From an optimization exercise on the open Yosys and OpenROAD flow, aimed at small area, a short achievable clock period and few clock cycles; shortcuts taken in it are not production practice.
The RTL was checked by simulation tests, not by an equivalence proof against the original design.
Power figures rest on the tool's default switching activity, not on a simulated workload.

[flow/flow/run.sh]
#!/bin/bash
# Standard synthesis unchanged, then the standard ORFS layout with timing
# repair asked to aim well below the clock period (the SDC is unchanged).
set -euo pipefail
bash standard.sh synth > synth.log 2>&1
bash standard.sh SETUP_SLACK_MARGIN=10 TNS_END_PERCENT=100 finish > layout.log 2>&1
[flow/standard.sh]
#!/bin/bash
# synth_recipe.tcl (not shown) runs the flow's synth.tcl, then flattens the netlist and writes it again
# the make line also repeats each setting of config.mk as NAME=value (left out here)
make -C /OpenROAD-flow-scripts/flow DESIGN_CONFIG=/design/flow/config.mk WORK_HOME=/design/flow/orfs CLKGATE_MAP_FILE= SYNTH_SCRIPT=/design/flow/synth_recipe.tcl "${@:-finish}"
[flow/config.mk]
export PLATFORM = sky130hd
export DESIGN_NAME = l3d_render
export DESIGN_NICKNAME = l3d_render
export VERILOG_FILES = /design/flow/design.v
export SDC_FILE = /design/flow/constraint.sdc
export NUM_CORES = 4
export LEC_CHECK = 0
export CAP_MARGIN = 40
export CORE_MARGIN = 2
export CORE_UTILIZATION = 40
export SLEW_MARGIN = 40
[flow/constraint.sdc]
create_clock -name core_clock -period 16.0 [get_ports {clk}]
set_input_delay 3.2000 -clock core_clock [delete_from_list [all_inputs] [get_ports {clk}]]
set_output_delay 3.2000 -clock core_clock [all_outputs]
set_load 0.01 [all_outputs]
[flow/design.v]
module l3d_render (
    input  wire         clk,
    input  wire         rst,           
    input  wire         cmd_valid,
    output wire         cmd_ready,
    input  wire [127:0] cmd_data,
    output reg          rsp_valid,
    output reg  [31:0]  rsp_data,
    output reg          disp_valid,
    output reg  [23:0]  disp_data
);
    localparam [7:0] OP_SET    = 8'h20,
                     OP_GET    = 8'h21,
                     OP_FILL   = 8'h22,
                     OP_COMMIT = 8'h23,
                     OP_LINE   = 8'h30,
                     OP_SPHERE = 8'h31,
                     OP_SHELL  = 8'h32,
                     OP_CIRCLE = 8'h33,
                     OP_BKGD   = 8'h34;
    localparam [2:0] S_IDLE   = 3'd0,
                     S_COMMIT = 3'd1,
                     S_LSET   = 3'd2,
                     S_LSTEP  = 3'd3,
                     S_FAST   = 3'd4,
                     S_SLOW   = 3'd5;
    localparam [1:0] M_SPHERE = 2'd0, M_SHELL = 2'd1, M_CIRCLE = 2'd2;
    function [11:0] ksadd12;
        input [11:0] x, y;
        input cin;
        reg [11:0] g, p, G, P, G2, P2;
        integer i, k;
        begin
            g = x & y; p = x ^ y;
            G = g; P = p;
            G[0] = g[0] | (p[0] & cin);
            for (k = 1; k < 12; k = k * 2) begin
                G2 = G; P2 = P;
                for (i = k; i < 12; i = i + 1) begin
                    G2[i] = G[i] | (P[i] & G[i-k]);
                    P2[i] = P[i] & P[i-k];
                end
                G = G2; P = P2;
            end
            ksadd12 = p ^ {G[10:0], cin};
        end
    endfunction
    function [15:0] ksadd16;
        input [15:0] x, y;
        input cin;
        reg [15:0] g, p, G, P, G2, P2;
        integer i, k;
        begin
            g = x & y; p = x ^ y;
            G = g; P = p;
            G[0] = g[0] | (p[0] & cin);
            for (k = 1; k < 16; k = k * 2) begin
                G2 = G; P2 = P;
                for (i = k; i < 16; i = i + 1) begin
                    G2[i] = G[i] | (P[i] & G[i-k]);
                    P2[i] = P[i] & P[i-k];
                end
                G = G2; P = P2;
            end
            ksadd16 = p ^ {G[14:0], cin};
        end
    endfunction
    function [16:0] ksadd17;
        input [16:0] x, y;
        input cin;
        reg [16:0] g, p, G, P, G2, P2;
        integer i, k;
        begin
            g = x & y; p = x ^ y;
            G = g; P = p;
            G[0] = g[0] | (p[0] & cin);
            for (k = 1; k < 17; k = k * 2) begin
                G2 = G; P2 = P;
                for (i = k; i < 17; i = i + 1) begin
                    G2[i] = G[i] | (P[i] & G[i-k]);
                    P2[i] = P[i] & P[i-k];
                end
                G = G2; P = P2;
            end
            ksadd17 = p ^ {G[15:0], cin};
        end
    endfunction
    function [18:0] ksadd19;
        input [18:0] x, y;
        input cin;
        reg [18:0] g, p, G, P, G2, P2;
        integer i, k;
        begin
            g = x & y; p = x ^ y;
            G = g; P = p;
            G[0] = g[0] | (p[0] & cin);
            for (k = 1; k < 19; k = k * 2) begin
                G2 = G; P2 = P;
                for (i = k; i < 19; i = i + 1) begin
                    G2[i] = G[i] | (P[i] & G[i-k]);
                    P2[i] = P[i] & P[i-k];
                end
                G = G2; P = P2;
            end
            ksadd19 = p ^ {G[17:0], cin};
        end
    endfunction
    function [35:0] ksadd36;
        input [35:0] x, y;
        input cin;
        reg [35:0] g, p, G, P, G2, P2;
        integer i, k;
        begin
            g = x & y; p = x ^ y;
            G = g; P = p;
            G[0] = g[0] | (p[0] & cin);
            for (k = 1; k < 36; k = k * 2) begin
                G2 = G; P2 = P;
                for (i = k; i < 36; i = i + 1) begin
                    G2[i] = G[i] | (P[i] & G[i-k]);
                    P2[i] = P[i] & P[i-k];
                end
                G = G2; P = P2;
            end
            ksadd36 = p ^ {G[34:0], cin};
        end
    endfunction
    function kslt16;
        input [15:0] x, y;
        reg [15:0] L, E, L2, E2;
        integer i, k;
        begin
            L = ~x & y; E = ~(x ^ y);
            for (k = 1; k < 16; k = k * 2) begin
                L2 = L; E2 = E;
                for (i = k; i < 16; i = i + 1) begin
                    L2[i] = L[i] | (E[i] & L[i-k]);
                    E2[i] = E[i] & E[i-k];
                end
                L = L2; E = E2;
            end
            kslt16 = L[15];
        end
    endfunction
    function kslt17;
        input [16:0] x, y;
        reg [16:0] L, E, L2, E2;
        integer i, k;
        begin
            L = ~x & y; E = ~(x ^ y);
            for (k = 1; k < 17; k = k * 2) begin
                L2 = L; E2 = E;
                for (i = k; i < 17; i = i + 1) begin
                    L2[i] = L[i] | (E[i] & L[i-k]);
                    E2[i] = E[i] & E[i-k];
                end
                L = L2; E = E2;
            end
            kslt17 = L[16];
        end
    endfunction
    function [15:0] incdec16;
        input [15:0] x;
        input dec;
        reg [15:0] t, C, C2;
        integer i, k;
        begin
            t = dec ? ~x : x;
            C = t;
            for (k = 1; k < 16; k = k * 2) begin
                C2 = C;
                for (i = k; i < 16; i = i + 1)
                    C2[i] = C[i] & C[i-k];
                C = C2;
            end
            incdec16 = x ^ {C[14:0], 1'b1};
        end
    endfunction
    reg [127:0] cw;
    reg         cv;
    reg         rdy;
    reg [2:0]   state;
    reg [2:0]   state_n;
    assign cmd_ready = rdy;
    wire idle    = (state == S_IDLE);
    wire consume = cv & idle;
    always @(posedge clk) begin
        if (rdy) cw <= cmd_data;
        if (rst) begin
            cv  <= 1'b0;
            rdy <= 1'b1;
        end else begin
            cv  <= (cmd_valid & rdy) | (cv & ~consume);
            rdy <= ~((cmd_valid & rdy) | (cv & ~consume)) | (state_n == S_IDLE);
        end
    end
    wire [7:0]  opc = cw[127:120];
    wire [15:0] s0  = cw[119:104];
    wire [15:0] s1  = cw[103:88];
    wire [15:0] s2  = cw[87:72];
    wire [15:0] s3  = cw[71:56];
    wire [15:0] s4  = cw[55:40];
    wire [15:0] s5  = cw[39:24];
    wire [23:0] cc  = cw[23:0];
    wire z_71_24  = (cw[71:24] == 48'd0);
    wire z_55_24  = (cw[55:24] == 32'd0);
    wire z_119_72 = (cw[119:72] == 48'd0);
    wire z_23_0   = (cw[23:0] == 24'd0);
    reg legal;
    always @(*) begin
        case (opc)
            OP_SET:    legal = z_71_24;
            OP_GET:    legal = z_71_24 & z_23_0;
            OP_FILL,
            OP_BKGD:   legal = z_119_72 & z_71_24;
            OP_COMMIT: legal = z_119_72 & z_71_24 & z_23_0;
            OP_LINE:   legal = 1'b1;
            OP_SPHERE,
            OP_SHELL,
            OP_CIRCLE: legal = z_55_24;
            default:   legal = 1'b0;
        endcase
    end
    wire is_set    = legal & (opc == OP_SET);
    wire is_get    = legal & (opc == OP_GET);
    wire is_fill   = legal & ((opc == OP_FILL) | (opc == OP_BKGD));
    wire is_commit = legal & (opc == OP_COMMIT);
    wire is_line   = legal & (opc == OP_LINE);
    wire is_round  = legal & ((opc == OP_SPHERE) | (opc == OP_SHELL) | (opc == OP_CIRCLE));
    wire [1:0] rmode = (opc == OP_SPHERE) ? M_SPHERE : (opc == OP_SHELL) ? M_SHELL : M_CIRCLE;
    wire r_small = (s3[15:5] == 11'd0);
    wire       c_in  = (s0[15:2] == 14'd0) & (s1[15:2] == 14'd0) & (s2[15:2] == 14'd0);
    wire [5:0] c_idx = {s2[1:0], s0[1:0], s1[1:0]};
    reg [23:0] grid [0:63];
    reg [63:0] wmask;
    reg [23:0] wcol;
    reg [63:0] wmask_n;
    reg [23:0] wcol_n;
    integer k;
    always @(posedge clk) begin
        for (k = 0; k < 64; k = k + 1)
            if (wmask[k]) grid[k] <= wcol;
    end
    reg  [5:0]  cidx;
    reg  [5:0]  raddr;                 
    wire        commit_n = (consume & is_commit) | ((state == S_COMMIT) & (cidx != 6'd63));
    wire [5:0]  in_idx = {cmd_data[73:72], cmd_data[105:104], cmd_data[89:88]};
    always @(posedge clk) begin
        if (commit_n)  raddr <= idle ? 6'd1 : cidx + 6'd1;
        else if (rdy)  raddr <= in_idx;
        else           raddr <= c_idx;
    end
    wire [23:0] rdata = wmask[raddr] ? wcol : grid[raddr];
    reg signed [15:0] lx, ly, lz;      
    reg [15:0]        la, lb, lc;      
    reg               xneg, yneg, zneg;
    reg               xmv, ymv, zmv;   
    reg [1:0]         axis;
    reg [37:0]        rE;              
    reg [15:0]        rC;              
    reg [47:0]        rP;              
    reg [39:0]        rT;              
    reg [1:0]         fmode;
    wire [16:0] ldx  = ksadd17({s3[15], s3}, ~{s0[15], s0}, 1'b1);
    wire [16:0] ldy  = ksadd17({s4[15], s4}, ~{s1[15], s1}, 1'b1);
    wire [16:0] ldz  = ksadd17({s5[15], s5}, ~{s2[15], s2}, 1'b1);
    wire [16:0] ndx  = ksadd17({s0[15], s0}, ~{s3[15], s3}, 1'b1);
    wire [16:0] ndy  = ksadd17({s1[15], s1}, ~{s4[15], s4}, 1'b1);
    wire [16:0] ndz  = ksadd17({s2[15], s2}, ~{s5[15], s5}, 1'b1);
    wire [16:0] ladx = ldx[16] ? ndx : ldx;
    wire [16:0] lady = ldy[16] ? ndy : ldy;
    wire [16:0] ladz = ldz[16] ? ndz : ldz;
    wire        p2_in  = (s3[15:2] == 14'd0) & (s4[15:2] == 14'd0) & (s5[15:2] == 14'd0);
    function [5:0] gdist;               
        input [15:0] v;
        begin
            if (v[15])
                gdist = ((v[15:6] == 10'h3ff) & (v[5:0] != 6'd0)) ? (~v[5:0] + 6'd1) : 6'd63;
            else if (v[15:6] != 10'd0)
                gdist = 6'd63;
            else
                gdist = (v[5:2] != 4'd0) ? v[5:0] - 6'd3 : 6'd0;
        end
    endfunction
    wire [7:0] gd1 = {2'b00, gdist(s0)} + {2'b00, gdist(s1)} + {2'b00, gdist(s2)};
    wire [7:0] gd2 = {2'b00, gdist(s3)} + {2'b00, gdist(s4)} + {2'b00, gdist(s5)};
    wire       c_back = (gd2 < gd1);
    reg        lback;
    wire [5:0]  p2_idx = {s5[1:0], s3[1:0], s4[1:0]};
    wire c_ax_x = ~kslt16(ladx[15:0], lady[15:0]) & ~kslt16(ladx[15:0], ladz[15:0]);
    wire c_ax_y = ~c_ax_x & ~kslt16(lady[15:0], ladz[15:0]);
    reg  ax_x, ax_y;
    wire [15:0] s_L  = ax_x ? la : ax_y ? lb : lc;
    wire [15:0] s_m1 = ax_x ? lb : ax_y ? la : lb;
    wire [15:0] s_m2 = ax_x ? lc : ax_y ? lc : la;
    function away;
        input [15:0] v;
        input neg, mv;
        away = (~v[15] & (v[15:2] != 14'd0) & (~neg | ~mv)) | (v[15] & (neg | ~mv));
    endfunction
    wire l_exit = away(lx, xneg, xmv) | away(ly, yneg, ymv) | away(lz, zneg, zmv);
    wire [18:0] f1 = rE[37:19];
    wire [18:0] f2 = rE[18:0];
    wire signed [18:0] ld1  = {2'b00, lb, 1'b0};
    wire signed [18:0] ld2  = {2'b00, lc, 1'b0};
    wire [18:0] ld1D = {2'b00, la, 1'b0};
    wire [18:0] ld2D = {2'b00, rP[15:0], 1'b0};
    wire i1a = ~f1[18];
    wire i2a = ~f2[18];
    wire [18:0] f1a = i1a ? ksadd19(f1, ~ld1D, 1'b1) : ksadd19(f1, ld1, 1'b0);
    wire [18:0] f2a = i2a ? ksadd19(f2, ~ld2D, 1'b1) : ksadd19(f2, ld2, 1'b0);
    wire i1b = ~f1a[18];
    wire i2b = ~f2a[18];
    wire [18:0] f1b = i1b ? ksadd19(f1a, ~ld1D, 1'b1) : ksadd19(f1a, ld1, 1'b0);
    wire [18:0] f2b = i2b ? ksadd19(f2a, ~ld2D, 1'b1) : ksadd19(f2a, ld2, 1'b0);
    function [15:0] stepv;
        input [15:0] v;
        input neg, en;
        stepv = en ? incdec16(v, neg) : v;
    endfunction
    wire ax0 = (axis == 2'd0), ax1 = (axis == 2'd1), ax2 = (axis == 2'd2);
    wire mxa = ax0 | (ax1 & i1a) | (ax2 & i2a);
    wire mya = ax1 | (ax0 & i1a) | (ax2 & i1a);
    wire mza = ax2 | (ax0 & i2a) | (ax1 & i2a);
    wire mxb = ax0 | (ax1 & i1b) | (ax2 & i2b);
    wire myb = ax1 | (ax0 & i1b) | (ax2 & i1b);
    wire mzb = ax2 | (ax0 & i2b) | (ax1 & i2b);
    wire [15:0] xa = stepv(lx, xneg, mxa);
    wire [15:0] ya = stepv(ly, yneg, mya);
    wire [15:0] za = stepv(lz, zneg, mza);
    wire [15:0] xb = stepv(xa, xneg, mxb);
    wire [15:0] yb = stepv(ya, yneg, myb);
    wire [15:0] zb = stepv(za, zneg, mzb);
    wire pa_in = (lx[15:2] == 14'd0) & (ly[15:2] == 14'd0) & (lz[15:2] == 14'd0);
    wire pb_in = (xa[15:2] == 14'd0) & (ya[15:2] == 14'd0) & (za[15:2] == 14'd0);
    wire [5:0] pa_idx = {lz[1:0], lx[1:0], ly[1:0]};
    wire [5:0] pb_idx = {za[1:0], xa[1:0], ya[1:0]};
    wire [15:0] lcnt = rC;
    reg [3:0]  fpend;                  
    reg [9:0]  kreg;
    reg [1:0]  ky;
    reg        kv;
    reg        kpt;
    wire cx_near = ($signed(s0) >= -16'sd32) & ($signed(s0) <= 16'sd35);
    wire cy_near = ($signed(s1) >= -16'sd32) & ($signed(s1) <= 16'sd35);
    wire cz_near = ($signed(s2) >= -16'sd32) & ($signed(s2) <= 16'sd35);
    function [5:0] dist6;
        input [1:0] a;
        input [6:0] c;                 
        input near;
        reg [7:0] d, e;
        reg [7:0] m;
        begin
            d = {6'd0, a} - {c[6], c};
            e = {c[6], c} - {6'd0, a};
            m = d[7] ? e : d;
            dist6 = (~near | (m[7:5] != 3'd0)) ? 6'd32 : {1'b0, m[4:0]};
        end
    endfunction
    function [9:0] sq5;
        input [4:0] v;
        case (v)
            5'd0: sq5 = 10'd0;
            5'd1: sq5 = 10'd1;
            5'd2: sq5 = 10'd4;
            5'd3: sq5 = 10'd9;
            5'd4: sq5 = 10'd16;
            5'd5: sq5 = 10'd25;
            5'd6: sq5 = 10'd36;
            5'd7: sq5 = 10'd49;
            5'd8: sq5 = 10'd64;
            5'd9: sq5 = 10'd81;
            5'd10: sq5 = 10'd100;
            5'd11: sq5 = 10'd121;
            5'd12: sq5 = 10'd144;
            5'd13: sq5 = 10'd169;
            5'd14: sq5 = 10'd196;
            5'd15: sq5 = 10'd225;
            5'd16: sq5 = 10'd256;
            5'd17: sq5 = 10'd289;
            5'd18: sq5 = 10'd324;
            5'd19: sq5 = 10'd361;
            5'd20: sq5 = 10'd400;
            5'd21: sq5 = 10'd441;
            5'd22: sq5 = 10'd484;
            5'd23: sq5 = 10'd529;
            5'd24: sq5 = 10'd576;
            5'd25: sq5 = 10'd625;
            5'd26: sq5 = 10'd676;
            5'd27: sq5 = 10'd729;
            5'd28: sq5 = 10'd784;
            5'd29: sq5 = 10'd841;
            5'd30: sq5 = 10'd900;
            5'd31: sq5 = 10'd961;
        endcase
    endfunction
    function [9:0] pr5;
        input [4:0] v;
        case (v)
            5'd0: pr5 = 10'd0;
            5'd1: pr5 = 10'd0;
            5'd2: pr5 = 10'd2;
            5'd3: pr5 = 10'd6;
            5'd4: pr5 = 10'd12;
            5'd5: pr5 = 10'd20;
            5'd6: pr5 = 10'd30;
            5'd7: pr5 = 10'd42;
            5'd8: pr5 = 10'd56;
            5'd9: pr5 = 10'd72;
            5'd10: pr5 = 10'd90;
            5'd11: pr5 = 10'd110;
            5'd12: pr5 = 10'd132;
            5'd13: pr5 = 10'd156;
            5'd14: pr5 = 10'd182;
            5'd15: pr5 = 10'd210;
            5'd16: pr5 = 10'd240;
            5'd17: pr5 = 10'd272;
            5'd18: pr5 = 10'd306;
            5'd19: pr5 = 10'd342;
            5'd20: pr5 = 10'd380;
            5'd21: pr5 = 10'd420;
            5'd22: pr5 = 10'd462;
            5'd23: pr5 = 10'd506;
            5'd24: pr5 = 10'd552;
            5'd25: pr5 = 10'd600;
            5'd26: pr5 = 10'd650;
            5'd27: pr5 = 10'd702;
            5'd28: pr5 = 10'd756;
            5'd29: pr5 = 10'd812;
            5'd30: pr5 = 10'd870;
            5'd31: pr5 = 10'd930;
        endcase
    endfunction
    wire [4:0]  rr5  = s3[4:0];
    wire [9:0]  rsq  = sq5(rr5);
    function [9:0] sqs6;
        input [5:0] t;
        sqs6 = sq5(t[5] ? (~t[4:0] + 5'd1) : t[4:0]);
    endfunction
    wire [9:0]  tq0 = sqs6(6'd0 - s1[5:0]);
    wire [9:0]  tq1 = sqs6(6'd1 - s1[5:0]);
    wire [9:0]  tq2 = sqs6(6'd2 - s1[5:0]);
    wire [9:0]  tq3 = sqs6(6'd3 - s1[5:0]);
    wire        circ = (opc == OP_CIRCLE);
    wire [9:0]  st0 = rsq - tq0;
    wire [9:0]  st1 = rsq - tq1;
    wire [9:0]  st2 = rsq - tq2;
    wire [9:0]  st3 = rsq - tq3;
    wire [16:0] cy_lo = ksadd17({s1[15], s1}, ~{12'd0, rr5}, 1'b1);
    wire [16:0] cy_hi = ksadd17({s1[15], s1}, {12'd0, rr5}, 1'b0);
    wire        lo_neg = cy_lo[16];
    wire        lo_sm  = (cy_lo[15:2] == 14'd0);
    wire        hi_big = ~cy_hi[16] & (cy_hi[15:2] != 14'd0);
    wire        hi_pos = ~cy_hi[16];
    wire        cy_sm  = (s1[15:2] == 14'd0);
    function reach;                    
        input [15:0] c;
        input [4:0] r;
        begin
            if (c[15])
                reach = (c[15:5] == 11'h7ff) & ({1'b0, r} >= (~c[5:0] + 6'd1));
            else
                reach = (c[15:6] == 10'd0) & (c[5:0] <= {1'b0, r} + 6'd3);
        end
    endfunction
    wire        xz_ok = reach(s0, rr5) & reach(s2, rr5);
    reg  [3:0]  spend0;
    wire [3:0]  spend = spend0 & {4{xz_ok}};
    integer     iy;
    always @(*) begin
        for (iy = 0; iy < 4; iy = iy + 1) begin
            if (circ)
                spend0[iy] = cy_sm & (s1[1:0] == iy);
            else
                spend0[iy] = (lo_neg | (lo_sm & (cy_lo[1:0] <= iy))) &
                             (hi_big | (hi_pos & (cy_hi[1:0] >= iy)));
        end
    end
    function [1:0] low4;               
        input [3:0] v;
        low4 = v[0] ? 2'd0 : v[1] ? 2'd1 : v[2] ? 2'd2 : 2'd3;
    endfunction
    reg  [1:0] fy;                     
    wire [3:0] fpend_clr = fpend & ~(4'd1 << fy);
    wire [9:0] fTy = (fy == 2'd0) ? rT[9:0] : (fy == 2'd1) ? rT[19:10] :
                     (fy == 2'd2) ? rT[29:20] : rT[39:30];
    function [9:0] shell_k;
        input [9:0] T;
        reg [32:1] t;
        reg [9:0] kk;
        integer i;
        begin
            for (i = 1; i <= 31; i = i + 1) t[i] = (T >= i * i);
            t[32] = 1'b0;
            kk = 10'd0;
            for (i = 2; i <= 31; i = i + 1)
                kk = kk | ({10{t[i] & ~t[i+1]}} & (i * (i - 1)));
            shell_k = kk;
        end
    endfunction
    wire [9:0] shk_n = shell_k(fTy);
    wire       t_sh  = (fmode == M_SHELL);
    wire [3:0] spend_clr = spend & ~(4'd1 << low4(spend));
    wire [9:0] st_first = (low4(spend) == 2'd0) ? st0 : (low4(spend) == 2'd1) ? st1 :
                          (low4(spend) == 2'd2) ? st2 : st3;
    wire       t_sp  = (fmode == M_SPHERE);
    wire       t_v   = kv;
    wire [1:0] t_y   = ky;
    wire [9:0] t_k   = kreg;
    wire       t_pt  = kpt;
    wire [5:0] fpv [0:3];
    wire [5:0] fqv [0:3];
    genvar g;
    generate
        for (g = 0; g < 4; g = g + 1) begin : g_pq
            assign fpv[g] = rP[6*g +: 6];
            assign fqv[g] = rP[24 + 6*g +: 6];
        end
    endgenerate
    reg [15:0] hit16;                  
    integer ix, iz;
    reg signed [11:0] E;
    reg [11:0] Cs, Cc;
    reg [9:0] Ax, Az;
    reg [5:0] Mx;
    always @(*) begin
        hit16 = 16'd0;
        for (iz = 0; iz < 4; iz = iz + 1) begin
            Az = sq5(fqv[iz][4:0]);
            for (ix = 0; ix < 4; ix = ix + 1) begin
                Ax = sq5(fpv[ix][4:0]);
                Cs = {2'b00, Ax} ^ {2'b00, Az} ^ ~{2'b00, t_k};
                Cc = ({2'b00, Ax} & {2'b00, Az}) | ({2'b00, Ax} & ~{2'b00, t_k}) |
                     ({2'b00, Az} & ~{2'b00, t_k});
                E  = ksadd12(Cs, {Cc[10:0], 1'b0}, 1'b1);
                Mx = (fpv[ix] >= fqv[iz]) ? {fpv[ix][4:0], 1'b0} : {fqv[iz][4:0], 1'b0};
                if (fpv[ix][5] | fqv[iz][5])
                    hit16[4*iz+ix] = 1'b0;
                else if (t_sp)
                    hit16[4*iz+ix] = E[11] | (E == 12'd0);
                else if (t_pt)
                    hit16[4*iz+ix] = (fpv[ix] == 6'd0) & (fqv[iz] == 6'd0);
                else
                    hit16[4*iz+ix] = ~E[11] & (E != 12'd0) & (E[11:6] == 6'd0) & (E[5:0] < Mx);
            end
        end
    end
    reg [63:0] fmask;
    integer jx, jz;
    always @(*) begin
        fmask = 64'd0;
        for (jz = 0; jz < 4; jz = jz + 1)
            for (jx = 0; jx < 4; jx = jx + 1)
                fmask[16*jz + 4*jx + t_y] = hit16[4*jz+jx] & t_v;
    end
    localparam [3:0] W_SLICE = 4'd0,
                     W_SL2   = 4'd1,
                     W_SL3   = 4'd2,
                     W_SQRT  = 4'd3,
                     W_SLK   = 4'd4,
                     W_CELL  = 4'd5,
                     W_C2    = 4'd6,
                     W_C3    = 4'd7,
                     W_MAC   = 4'd8,
                     W_K2    = 4'd9,
                     W_CELL2 = 4'd10,
                     W_DONE  = 4'd11,
                     W_SLB   = 4'd12,
                     W_CELLB = 4'd13,
                     W_AD    = 4'd14,
                     W_ADN   = 4'd15;
    localparam [3:0] W_SLA   = 4'd5,    
                     W_CA    = 4'd1;    
    reg [3:0]  wst, wret;
    reg        mneg;
    reg        wpt;
    reg        wfarr, wzero, wskr;
    wire signed [35:0] acc  = rE[35:0];
    wire signed [35:0] kw   = rT[35:0];
    wire [31:0]        sh   = rP[31:0];
    wire [15:0]        mq   = lb;
    wire [15:0]        wqr  = rP[47:32];
    wire [1:0]         wy   = rC[1:0];
    wire [3:0]         wcell = rC[5:2];
    wire [3:0]         wcnt = rC[9:6];
    reg  [1:0]         wsel;
    reg                wph;              
    wire [1:0]         wsa = (wsel == 2'd0) ? wy : (wsel == 2'd1) ? wcell[1:0] : wcell[3:2];
    wire [15:0]        wsc = (wsel == 2'd0) ? ly : (wsel == 2'd1) ? lx : lz;
    wire [5:0]         widx = {wcell[3:2], wcell[1:0], wy};
    wire               wlast = (wcell == 4'd15);
    reg signed [35:0] adA, adB;
    reg               adSub;
    wire signed [35:0] acc_sum = ksadd36(adA, adSub ? ~adB : adB, adSub);
    wire [35:0]        sq_rem  = {acc[33:0], sh[31:30]};
    always @(*) begin
        adA = acc; adB = {4'd0, sh}; adSub = mneg;
        case (wst)
            W_SQRT:  begin adA = sq_rem; adB = {18'd0, mq, 2'b01}; adSub = 1'b1; end
            W_SL2:   if (~wph) begin adA = acc; adB = {20'd0, la}; adSub = 1'b1; end
            W_SLK:   begin adA = 36'd0; adB = {20'd0, mq}; adSub = 1'b1; end
            W_CELL2: begin adA = 36'd0; adB = kw; adSub = 1'b1; end
            W_AD:    begin adA = {34'd0, wsa}; adB = {{20{wsc[15]}}, wsc}; adSub = 1'b1; end
            W_ADN:   begin adA = {{20{wsc[15]}}, wsc}; adB = {34'd0, wsa}; adSub = 1'b1; end
            default: ;
        endcase
    end
    reg        rsp_n;
    reg [31:0] rspd_n;
    reg        w_done;
    always @(*) begin
        state_n = state;
        case (state)
            S_IDLE: if (consume) begin
                if (is_commit) state_n = S_COMMIT;
                else if (is_line) state_n = S_LSET;
                else if (is_round) begin
                    if (~r_small) state_n = S_SLOW;
                    else if (spend != 4'd0) state_n = S_FAST;
                end
            end
            S_COMMIT: if (cidx == 6'd63) state_n = S_IDLE;
            S_LSET:   if ((s_L == 16'd0) | (l_exit & ~lback)) state_n = S_IDLE; else state_n = S_LSTEP;
            S_LSTEP:  if (l_exit | (lcnt <= 16'd2)) state_n = S_IDLE;
            S_FAST:   if (fpend == 4'd0) state_n = S_IDLE;
            S_SLOW:   if (w_done) state_n = S_IDLE;
            default:  state_n = S_IDLE;
        endcase
    end
    always @(*) w_done = (wst == W_DONE);
    always @(*) begin
        wmask_n = 64'd0;
        wcol_n  = wcol;
        case (state)
            S_IDLE: if (consume) begin
                wcol_n = cc;
                if (is_set & c_in) wmask_n = 64'd1 << c_idx;
                if (is_fill)       wmask_n = {64{1'b1}};
                if (is_line & p2_in) wmask_n = 64'd1 << p2_idx;
                if (is_line & c_in)  wmask_n = wmask_n | (64'd1 << c_idx);
            end
            S_LSTEP: if (~l_exit) begin
                if (pa_in) wmask_n = wmask_n | (64'd1 << pa_idx);
                if (pb_in & (lcnt >= 16'd2)) wmask_n = wmask_n | (64'd1 << pb_idx);
            end
            S_FAST: wmask_n = fmask;
            S_SLOW: begin
                if (wst == W_CELL2 && ~wfarr && wpt && wzero)
                    wmask_n = 64'd1 << widx;
                if (wst == W_C3) begin
                    if (fmode == M_SPHERE) begin
                        if (acc[35] | (acc == 36'd0)) wmask_n = 64'd1 << widx;
                    end else begin
                        if (~acc[35] & (acc != 36'd0) & (acc[35:17] == 19'd0) &
                            kslt17(acc[16:0], {lc, 1'b0})) wmask_n = 64'd1 << widx;
                    end
                end
            end
            default: ;
        endcase
    end
    always @(*) begin
        rsp_n  = 1'b0;
        rspd_n = 32'd0;
        case (state)
            S_IDLE: if (consume) begin
                if (~legal) begin rsp_n = 1'b1; rspd_n = 32'h03000000; end
                else if (is_get) begin
                    rsp_n = 1'b1;
                    rspd_n = c_in ? {8'h00, rdata} : 32'h01000000;
                end else if (is_set | is_fill) rsp_n = 1'b1;
                else if (is_round & r_small & (spend == 4'd0)) rsp_n = 1'b1;
            end
            S_COMMIT, S_LSET, S_LSTEP, S_FAST, S_SLOW:
                rsp_n = (state_n == S_IDLE);
            default: ;
        endcase
    end
    always @(posedge clk) begin
        wmask <= rst ? 64'd0 : wmask_n;
        wcol  <= wcol_n;
        if (rst) begin
            state      <= S_IDLE;
            rsp_valid  <= 1'b0;
            rsp_data   <= 32'd0;
            disp_valid <= 1'b0;
            disp_data  <= 24'd0;
        end else begin
            state      <= state_n;
            rsp_valid  <= rsp_n;
            rsp_data   <= rspd_n;
            disp_valid <= 1'b0;
            if ((consume & is_commit) | (state == S_COMMIT)) begin
                disp_valid <= 1'b1;
                disp_data  <= rdata;
            end
        end
    end
    always @(posedge clk) begin
        case (state)
            S_IDLE: if (consume) begin
                cidx <= 6'd1;
                fmode <= rmode;
                if (is_round) begin
                    lx <= s0; ly <= s1; lz <= s2; la <= s3;
                    rP[23:0]  <= {dist6(2'd3, s0[6:0], cx_near), dist6(2'd2, s0[6:0], cx_near),
                                  dist6(2'd1, s0[6:0], cx_near), dist6(2'd0, s0[6:0], cx_near)};
                    rP[47:24] <= {dist6(2'd3, s2[6:0], cz_near), dist6(2'd2, s2[6:0], cz_near),
                                  dist6(2'd1, s2[6:0], cz_near), dist6(2'd0, s2[6:0], cz_near)};
                    rT <= {st3[9:0], st2[9:0], st1[9:0], st0[9:0]};
                    fpend <= (rmode == M_SHELL) ? spend : (rmode == M_SPHERE) ? spend_clr : 4'd0;
                    kv    <= (rmode != M_SHELL);
                    ky    <= low4(spend);
                    kreg  <= (rmode == M_SPHERE) ? st_first : pr5(rr5);
                    kpt   <= (rmode == M_CIRCLE) & (rr5 == 5'd0);
                    fy    <= (rmode == M_SHELL) ? low4(spend) : low4(spend_clr);
                    wst <= W_SLICE;
                    rC  <= 16'd0;
                end else begin
                    lx <= s0; ly <= s1; lz <= s2;
                    lback <= c_back;
                    la <= ladx[15:0]; lb <= lady[15:0]; lc <= ladz[15:0];
                    xneg <= ldx[16]; yneg <= ldy[16]; zneg <= ldz[16];
                    xmv <= (ldx != 17'd0); ymv <= (ldy != 17'd0); zmv <= (ldz != 17'd0);
                    ax_x <= c_ax_x; ax_y <= c_ax_y;
                end
            end
            S_COMMIT: cidx <= cidx + 6'd1;
            S_LSET: begin
                axis <= ax_x ? 2'd0 : ax_y ? 2'd1 : 2'd2;
                la <= ksadd16(s_L, ~s_m1, 1'b1); rP[15:0] <= ksadd16(s_L, ~s_m2, 1'b1);
                lb <= s_m1; lc <= s_m2;
                if (lback) begin
                    lx <= ksadd16(lx, xneg ? ~la : la, xneg);
                    ly <= ksadd16(ly, yneg ? ~lb : lb, yneg);
                    lz <= ksadd16(lz, zneg ? ~lc : lc, zneg);
                    xneg <= ~xneg; yneg <= ~yneg; zneg <= ~zneg;
                end
                rE[37:19] <= ksadd19({2'b00, s_m1, 1'b0}, ~{3'b000, s_L}, lback);
                rE[18:0]  <= ksadd19({2'b00, s_m2, 1'b0}, ~{3'b000, s_L}, lback);
                rC <= s_L;
            end
            S_LSTEP: begin
                lx <= xb; ly <= yb; lz <= zb;
                rE <= {f1b, f2b};
                rC <= lcnt - 16'd2;
            end
            S_FAST: begin
                fpend <= fpend_clr;
                kv    <= (fpend != 4'd0);
                ky    <= fy;
                kreg  <= t_sh ? shk_n : fTy;
                kpt   <= t_sh & (fTy == 10'd0);
                fy    <= low4(fpend_clr);
            end
            S_SLOW: begin
                case (wst)
                    W_SLICE: begin
                        wph <= 1'b0; wsel <= 2'd0; wst <= W_AD; wret <= W_SLA;
                    end
                    W_AD: begin
                        rE[35:0] <= acc_sum; wst <= W_ADN;
                    end
                    W_ADN: begin
                        if (acc[35]) rE[35:0] <= acc_sum;
                        wst <= wret;
                    end
                    W_SLB: begin
                        if (wskr) begin
                            rC[1:0] <= wy + 2'd1;
                            wst <= (wy == 2'd3) ? W_DONE : W_SLICE;
                        end else begin
                            rE[35:0] <= 36'd0; rP[31:0] <= {16'd0, la}; lb <= la; mneg <= 1'b0;
                            wst <= W_MAC; wret <= W_SL2;
                        end
                    end
                    W_SL2: if (wph) begin
                        lc <= acc[15:0]; wfarr <= acc[16];
                        wsel <= 2'd2; wst <= W_AD; wret <= W_CELLB;
                    end else begin
                        if (fmode == M_CIRCLE) begin
                            rT[35:0] <= acc_sum; wpt <= 1'b0;
                            rC[5:2] <= 4'd0; wph <= 1'b1; wst <= W_CELL;
                        end else begin
                            rP[31:0] <= {16'd0, lc}; lb <= lc; mneg <= 1'b1;
                            wst <= W_MAC; wret <= W_SL3;
                        end
                    end
                    W_SL3: begin
                        if (fmode == M_SPHERE) begin
                            rT[35:0] <= acc; wpt <= 1'b0;
                            rC[5:2] <= 4'd0; wph <= 1'b1; wst <= W_CELL;
                        end else begin
                            rP[31:0] <= acc[31:0]; rE[35:0] <= 36'd0; lb <= 16'd0;
                            rC[9:6] <= 4'd15; wst <= W_SQRT;
                        end
                    end
                    W_SQRT: begin
                        rP[31:0] <= {sh[29:0], 2'b00};
                        if (~acc_sum[35]) begin
                            rE[35:0] <= acc_sum; lb <= {mq[14:0], 1'b1};
                        end else begin
                            rE[35:0] <= sq_rem; lb <= {mq[14:0], 1'b0};
                        end
                        rC[9:6] <= wcnt - 4'd1;
                        if (wcnt == 4'd0) wst <= W_SLK;
                    end
                    W_SLK: begin
                        rE[35:0] <= acc_sum; rP[31:0] <= {16'd0, mq}; mneg <= 1'b0;
                        wpt <= (mq == 16'd0);
                        wst <= W_MAC; wret <= W_K2;
                    end
                    W_K2: begin
                        rT[35:0] <= acc; rC[5:2] <= 4'd0; wph <= 1'b1; wst <= W_CELL;
                    end
                    W_CELL: if (~wph) begin
                        lc <= acc[15:0];
                        wskr <= (fmode == M_CIRCLE) ? (acc[16:0] != 17'd0)
                                                    : (acc[16] | kslt16(la, acc[15:0]));
                        wst <= W_SLB;
                    end else begin
                        wsel <= 2'd1; wst <= W_AD; wret <= W_CA;
                    end
                    W_CELLB: begin
                        rP[47:32] <= acc[15:0];
                        wfarr <= wfarr | acc[16] | kslt16(la, lc) | kslt16(la, acc[15:0]);
                        wzero <= (lc == 16'd0) & (acc[16:0] == 17'd0);
                        wst <= W_CELL2;
                    end
                    W_CELL2: begin
                        if (wpt | wfarr) begin
                            rC[5:2] <= wcell + 4'd1;
                            wst <= W_CELL;
                            if (wlast) begin
                                rC[1:0] <= wy + 2'd1;
                                wst <= (wy == 2'd3) ? W_DONE : W_SLICE;
                            end
                        end else begin
                            rE[35:0] <= acc_sum; rP[31:0] <= {16'd0, lc}; lb <= lc; mneg <= 1'b0;
                            lc <= kslt16(lc, wqr) ? wqr : lc;
                            wst <= W_MAC; wret <= W_C2;
                        end
                    end
                    W_C2: begin
                        rP[31:0] <= {16'd0, wqr}; lb <= wqr; mneg <= 1'b0;
                        wst <= W_MAC; wret <= W_C3;
                    end
                    W_C3: begin
                        rC[5:2] <= wcell + 4'd1;
                        wst <= W_CELL;
                        if (wlast) begin
                            rC[1:0] <= wy + 2'd1;
                            wst <= (wy == 2'd3) ? W_DONE : W_SLICE;
                        end
                    end
                    W_MAC: begin
                        if (mq[0]) rE[35:0] <= acc_sum;
                        rP[31:0] <= {sh[30:0], 1'b0};
                        lb <= {1'b0, mq[15:1]};
                        if (mq[15:1] == 15'd0) wst <= wret;
                    end
                    default: wst <= W_SLICE;
                endcase
            end
            default: ;
        endcase
    end
endmodule
==> results.sh, run 1 <==
export IMPL_status="no timing/DRC/antenna violations"
export IMPL_nets=14900
export IMPL_synth_top_area_share_pct=42.8
export IMPL_clock_path_buffers=4
export IMPL_start_util_pct=40.2
export IMPL_drv_slew=0
export IMPL_crit_path_top_delay_cell="nor2b_2"
export IMPL_fillers=32300
export IMPL_core_um2=346000
export IMPL_grt_pass1_wl_mm=929
export IMPL_max_freq_mhz=167
export IMPL_drc=0
export IMPL_powerDensity_nw_per_um2=97.5
export IMPL_drtPass1Iterations=14
export IMPL_start_kind="register"
export IMPL_synth_cell_types=110
export IMPL_yosys_warnings=2
export IMPL_postRouteAntennaNets=0
export IMPL_grt_setup_unrepaired="yes"
export IMPL_worstPathRequired_ps=16710
export IMPL_leakage_nw=57.4
export IMPL_clock_latency_ps=1060
export IMPL_ys_top_cells_by_area="edfxtp_1 43%, ha_1 8.7%, a22oi_1 4.1%, a21oi_1 3.1%, dfxtp_1 2.9%"
export IMPL_dp_hpwl_mm=471
export IMPL_crit_arrival_ps=6690
export IMPL_crit_path_max_fanout=18
export IMPL_syn_area_um2=139000
export IMPL_cts_tree="yes"
export IMPL_hp_class="reg2reg"
export IMPL_cts_buffers=236
export IMPL_wl_met1_mm=239
export IMPL_highest_layer="met5"
export IMPL_ir_worst_vdd_mv=0.119
export IMPL_grtUsageTotal_pct=37.6
export IMPL_io_pins=190
export IMPL_first_global_vias=113000
export IMPL_worst_pin_slew_ps=1030
export IMPL_ctsRootBufferMaster="clkbuf_16"
export IMPL_syn_area_per_cell_um2=10.4
export IMPL_wl_per_cell_um=37.3
export IMPL_antenna_found_initial=53
export IMPL_drv_cap=0
export IMPL_ys_seq_elements=2180
export IMPL_wirelength_mm=686
export IMPL_critPathMaxStageDelay_ps=700
export IMPL_fin_skew_ps=174
export IMPL_cp_common_cell="o21ai_0"
export IMPL_synth_async_reset_ratio_pct=0
export IMPL_power_w=0.0153
export IMPL_max_slew_margin_pct=30.8
export IMPL_finalSetupTns_ps=0
export IMPL_setup_slack_ps=10020
export IMPL_setup_viol=0
export IMPL_pre_cts_slack_ps=9170
export IMPL_die_x_um=593
export IMPL_synth_edf_count=1981
export IMPL_clock_sinks=2180
export IMPL_crit_chain="buf_4 -> nor2b_2 -> nor2_1 -> a21oi_1 -> inv_1 -> ha_1 -> and2_1 -> a311oi_1 -> o21ai_0 -> a21o_1 -> a21oi_1 -> o21bai_1 -> o31a_1 -> a31oi_1 -> o21ai_0 -> xor2_1 -> a221oi_1 -> o21ai_0"
export IMPL_reg2regPathDepth=18
export IMPL_worst_setup_path_end_kind="register"
export IMPL_hold_viol_final=0
export IMPL_synth_flop_cell="edfxtp_1"
export IMPL_r2r_slack_ps=10020
export IMPL_viasPerCell=6.70
export IMPL_wl_met3_mm=88.1
export IMPL_ys_seq_area_share_pct=45.7
export IMPL_die_h_um=593
export IMPL_synth_common_cells="1981 x edfxtp_1, 968 x ha_1, 955 x nor2_1"
export IMPL_portBuffers=183
export IMPL_area_growth_pct=13.3
export IMPL_drive_gt1_share_pct=9.88
export IMPL_wl_met2_mm=290
export IMPL_grt_max_degree=69
export IMPL_vias=123000
export IMPL_holdPathStages=0
export IMPL_drt_iter0_drc=21500
export IMPL_period_share_pct=37.3
export IMPL_htreeDepth=4
export IMPL_path_clk_slew_ps=70
export IMPL_yosys_cell_count_top_type="edfxtp_1"
export IMPL_gp_congestion=1.10
export IMPL_synthCells=13300
export IMPL_worstSetupPathType="reg2reg"
export IMPL_die_area_um2=352000
export IMPL_overflow=0
export IMPL_synth_area_leader_cell="edfxtp_1"
export IMPL_row_count=216
export IMPL_fin_crit_ps=5980
stage by stage:
step	hold WS, ps	std cells	util [%]	area, um^2
after floorplan	427	13300	-	139000
after global placement	435	17900	42.8	148000
after detailed placement	437	17900	42.9	149000
after CTS	321	18300	45.3	157000
after global routing	350	18400	45.5	157000
final	301	18400	45.5	157000
repair_timing:
item	4_1_cts	5_1_grt
hold buffers	0	0
pin swaps	2	7
gates cloned	0	1
setup endpoints to repair	43	69
setup buffers	13	32
resized for setup	22	51
worst max-delay path, delay by kind of cell (launching register included):
family / cells / cell delay, ps
compound gates: 11 / 2910
simple gates: 3 / 1060
fa+ha+maj: 1 / 360
xor+xnor: 1 / 260
buf+inv: 2 / 790
flops: 1 / 330
sequential cells by signal, indices dropped and copies added (netlist names), 6 cells and up, named ones only:
| register | flops |
|---|---|
| disp_data | 24 |
| kreg | 10 |
| Az | 9 |
| raddr | 6 |
| lz | 16 |
| lc | 16 |
| ly | 16 |
| Ax | 9 |
| cidx | 6 |
| rsq | 9 |
| la | 16 |
| rP | 48 |
| rE | 38 |
| wmask | 64 |
| cw | 128 |
| rC | 16 |
| lb | 16 |
| grid | 1536 |
| lx | 16 |
| wcol | 24 |
| rsp_data | 26 |
| rT | 40 |
area by class of cell:
type,instances,area (um^2),share of cell area [%]
antenna,38,95.1,0.0604
clock buffer,281,6190,3.93
clock inverter,157,1650,1.05
inverter,755,2850,1.81
multi-input combinational,9706,71500,45.4
sequential,2180,63600,40.4
tap,4578,5730,3.64
timing repair buffer,695,5840,3.71
routing by layer:
layer,GRT usage (%),up-vias
li1,-,51300
met1,45.5,59600
met2,55.9,9664
met3,10.6,2683
met4,30.5,28
met5,0,-
cells in the final DEF, fill, tap and decap left out, drive strengths merged, types with 267 or more instances in the layout:
| master | n |
|---|---|
| nand2 | 919 |
| ha | 968 |
| a22oi | 751 |
| nand3 | 267 |
| o21ai | 712 |
| a21oi | 866 |
| nor2 | 957 |
| clkbuf | 284 |
| xnor2 | 445 |
| inv | 754 |
| buf | 509 |
| edfxtp | 1981 |
final timing paths:
kind | start | end
setup reg to reg | ax_y | rE[34]
hold reg to reg | cw[19] | wcol[19]
setup / recovery | ax_y | rE[34]
hold / removal | cw[19] | wcol[19]
logic make-up (layout without fill, tap and decap cells):
kind of cell	Yosys count	count (layout)	synth area share (%)
compound gates	4027	4027	19.6
buf+inv	1460	1888	3.99
simple gates	3518	3518	12.3
other cells	1	44	0.00270
flops	2180	2180	45.7
fa+ha+maj	1171	1171	11.6
mux	287	287	2.40
xor+xnor	697	697	4.39
power by group:
group,total (W),switching (W),internal (W),leakage [nW]
logic,0.00327,0.00215,0.00112,33.7
clock network,0.00569,0.00250,0.00319,3.81
registers,0.00639,0.0000977,0.00629,19.8
Testbench counts, summed over its fixed seeds: cycles 17,248.
==> inputs of run 2 (changes only) <==
==> flow/run.sh (new file) <==
#!/bin/bash
# synth_recipe.tcl (not shown) runs the flow's synth.tcl, then flattens the netlist and writes it again
# the make line also repeats each setting of config.mk as NAME=value (left out here)
make -C /OpenROAD-flow-scripts/flow DESIGN_CONFIG=/design/flow/config.mk WORK_HOME=/design/flow/orfs CLKGATE_MAP_FILE= SYNTH_SCRIPT=/design/flow/synth_recipe.tcl finish
removed: flow/flow/run.sh
removed: flow/standard.sh
==> run 2 against run 1 <==
Compared with the run above:
- still clean
- count of clock-buffer cells in the layout rose by 39
- setup slack got worse by 1200 ps
- area after synthesis unchanged
- utilization decreased by 0.14 points
- total power shrank 0.68%
- synthesized cell count is the same
- maximum frequency fell by 17%
- first-iteration DRC count fell by 1.4%
- combinational power about the same
- clock skew rose by 15 ps
- critical path depth increased by 7
- via count shrank 0.37%
- highest routed layer unchanged
==> results.sh, run 2 <==
export IMPL_status="no timing/DRC/antenna violations"
export IMPL_fin_hold_ws_ps=315
export IMPL_overflow=0
export IMPL_cts_repair_resized=0
export IMPL_largest_register_ffs=1536
export IMPL_drc=0
export IMPL_gp_congestion=1.07
export IMPL_grtUsageMet1_pct=47.3
export IMPL_clock_latency_ps=1050
export IMPL_die_x_um=593
export IMPL_synth_async_reset_ratio_pct=0
export IMPL_start_kind="register"
export IMPL_drt_iter0_drc=21200
export IMPL_synth_edf_count=1981
export IMPL_htreeDepth=4
export IMPL_viasPerCell=6.68
export IMPL_ir_worst_vdd_mv=0.122
export IMPL_final_cell_mix="1981 x edfxtp_1, 967 x ha_1, 913 x nand2_1, 879 x nor2_1, 830 x a21oi_1"
export IMPL_regMostFlops="grid"
export IMPL_die_h_um=593
export IMPL_synth_area_leader_cell="edfxtp_1"
export IMPL_power_w=0.0152
export IMPL_period_share_pct=44.8
export IMPL_dp_hpwl_mm=482
export IMPL_fin_area_um2=157000
export IMPL_cts_tree="yes"
export IMPL_grt_setup_unrepaired="no"
export IMPL_synth_flop_cell="edfxtp_1"
export IMPL_layout_commonest_cell="edfxtp_1"
export IMPL_grt_max_degree=105
export IMPL_ctsRootBufferMaster="clkbuf_16"
export IMPL_seq_area_um2=63600
export IMPL_post_dp_cell_area_um2=149000
export IMPL_ys_seq_area_share_pct=45.7
export IMPL_clock_path_buffers=4
export IMPL_worstSetupPathType="reg2reg"
export IMPL_r2r_slack_ps=8840
export IMPL_hold_viol_final=0
export IMPL_row_count=216
export IMPL_clock_sinks=2180
export IMPL_yosys_warnings=2
export IMPL_start_util_pct=40.2
export IMPL_synthCells=13300
export IMPL_synth_common_cells="1981 x edfxtp_1, 968 x ha_1, 955 x nor2_1"
export IMPL_hp_class="reg2reg"
export IMPL_ctsHoldBuffers=0
export IMPL_area_growth_pct=12.9
export IMPL_io_pins=190
export IMPL_top_regs="grid x1536, cw x128, wmask x64"
export IMPL_crit_arrival_ps=7790
export IMPL_drtPass1Iterations=13
export IMPL_yosys_cell_count_top_type="edfxtp_1"
export IMPL_drive_gt1_share_pct=9.42
export IMPL_wl_per_cell_um=37.9
export IMPL_worst_setup_path_end_kind="register"
export IMPL_path_clk_slew_ps=60
export IMPL_postRouteAntennaNets=0
export IMPL_pre_cts_slack_ps=9000
export IMPL_setup_slack_ps=8840
export IMPL_grtUsageTotal_pct=38.3
export IMPL_synth_cell_types=110
export IMPL_ys_top_cells_by_area="edfxtp_1 43%, ha_1 8.7%, a22oi_1 4.1%, a21oi_1 3.1%, dfxtp_1 2.9%"
export IMPL_max_freq_mhz=140
export IMPL_core_um2=346000
export IMPL_nets=14900
export IMPL_finalSetupTns_ps=0
export IMPL_fin_crit_ps=7160
export IMPL_fillers=32500
export IMPL_worst_pin_slew_ps=1040
export IMPL_ys_seq_elements=2180
export IMPL_top_usage_layer="met2"
export IMPL_setup_viol=0
export IMPL_crit_path_max_fanout=18
export IMPL_grt_met2_usage_pct=57.0
export IMPL_grt_pass1_wl_mm=942
export IMPL_leakage_nw=57.2
export IMPL_worstPathRequired_ps=16620
export IMPL_antenna_found_initial=62
export IMPL_cts_buffers=240
export IMPL_vias=123000
export IMPL_multi_input_area_um2=71400
export IMPL_syn_area_um2=139000
export IMPL_drv_cap=0
export IMPL_use_met3_pct=9.72
export IMPL_post_cts_setup_buffers=0
export IMPL_portBuffers=183
export IMPL_drv_slew=0
export IMPL_max_slew_margin_pct=30.3
export IMPL_die_area_um2=352000
export IMPL_synth_top_area_share_pct=42.8
export IMPL_syn_area_per_cell_um2=10.4
export IMPL_first_global_vias=112000
export IMPL_powerDensity_nw_per_um2=97.1
export IMPL_wirelength_mm=697
export IMPL_fin_skew_ps=189
run 2: cell counts after synthesis:
Identical to the previous run, type by type.
run 2: final cells by class:
type,count,share of cell area (%)
Sequential cell,2180,40.5
Antenna cell,43,0.0686
Clock inverter,122,0.785
Multi-Input combinational cell,9706,45.5
Clock buffer,320,4.11
Tap cell,4578,3.65
Timing Repair Buffer,672,3.59
Inverter,755,1.81
run 2: logic make-up (layout without fill, tap and decap cells):
kind of cell	count (synthesis)	in the layout	synth area share (%)
xor gates and xnor gates	697	697	4.39
buffers and inverters	1460	1869	3.99
adders and majority gates	1171	1171	11.6
AOI/OAI and AO/OA	4027	4027	19.6
DFF	2180	2180	45.7
and+or+nand+nor	3518	3518	12.3
other	1	49	0.00270
muxes	287	287	2.40
run 2: power by group:
part | switching [W] | internal, W | total, W
clock network | 0.00249 | 0.00312 | 0.00561
logic | 0.00214 | 0.00111 | 0.00325
registers | 0.0000870 | 0.00629 | 0.00638
total | 0.00472 | 0.0105 | 0.0152
run 2: worst paths after layout:
check	depth (start not counted)	startpoint	to
hold / removal	0	cw[10]	wcol[10]
hold reg to reg	0	cw[10]	wcol[10]
setup / recovery	25	cw[56]	ax_y
setup reg to reg	25	cw[56]	ax_y
run 2: layer usage:
| metal | part of all wire [%] | up-vias |
|---|---|---|
| li1 | - | 51200 |
| met1 | 36 | 60100 |
| met2 | 43 | 9106 |
| met3 | 12 | 2395 |
| met4 | 9.7 | 34 |
| met5 | 0.054 | - |
run 2: per-stage QoR:
step                cells  util [%]
floorplan           13300         -
global placement    17900      42.9
detailed placement  17900      43.0
CTS                 18300      45.2
global route        18300      45.3
finish              18400      45.4
run 2: worst max-delay path, stage by stage, from the launching register on:
cell and delay (ps):
edfxtp_1 730, inv_1 360, ha_1 350, fa_1 460, nor2b_1 140, o21ai_0 100, a21boi_0 260, o21ai_0 300
a211oi_1 530, nor3_1 130, nor3b_1 240, or2_2 520, mux2_2 430, ha_1 290, nor3b_1 130, o21a_1 190
o21a_1 170, o21a_1 170, o21a_1 180, o211ai_1 190, a21oi_1 100, o31ai_1 370, a21oi_1 100, o21ai_0 160
o211a_1 200, a2111oi_0 70

[separate check: timing with driven ports]
How much do the figures lean on ideal ports? The routed layouts below were timed once more, with nothing changed but the port constraints.
Step 1, drivers: a clkbuf_16 drives clk and a buf_2 each remaining input, both assumed.
Step 2 also shifts input and output timing later by t, the mid clock arrival at the registers, as if the neighbouring blocks saw the same clock.
a / b / c = no drivers / after step 1 / after step 2; a / b = the first two.
run	t (ns)	setup WS [ns]	hold WS [ns]	worst setup path after step 2	latest minus earliest clock arrival (ns)
run 1	1.097	10.025 / 10.025 / 9.882	0.301 / 0.301 / 0.301	input to register	0.173 / 0.174
run 2	1.077	8.837 / 8.837 / 8.837	0.315 / 0.315 / 0.315	register to register	0.192 / 0.193
After both steps setup and hold are still met in every run listed. The setup slack of run 1, which loses most, moves by 0.000 ns with the drivers and by -0.143 ns with both steps.
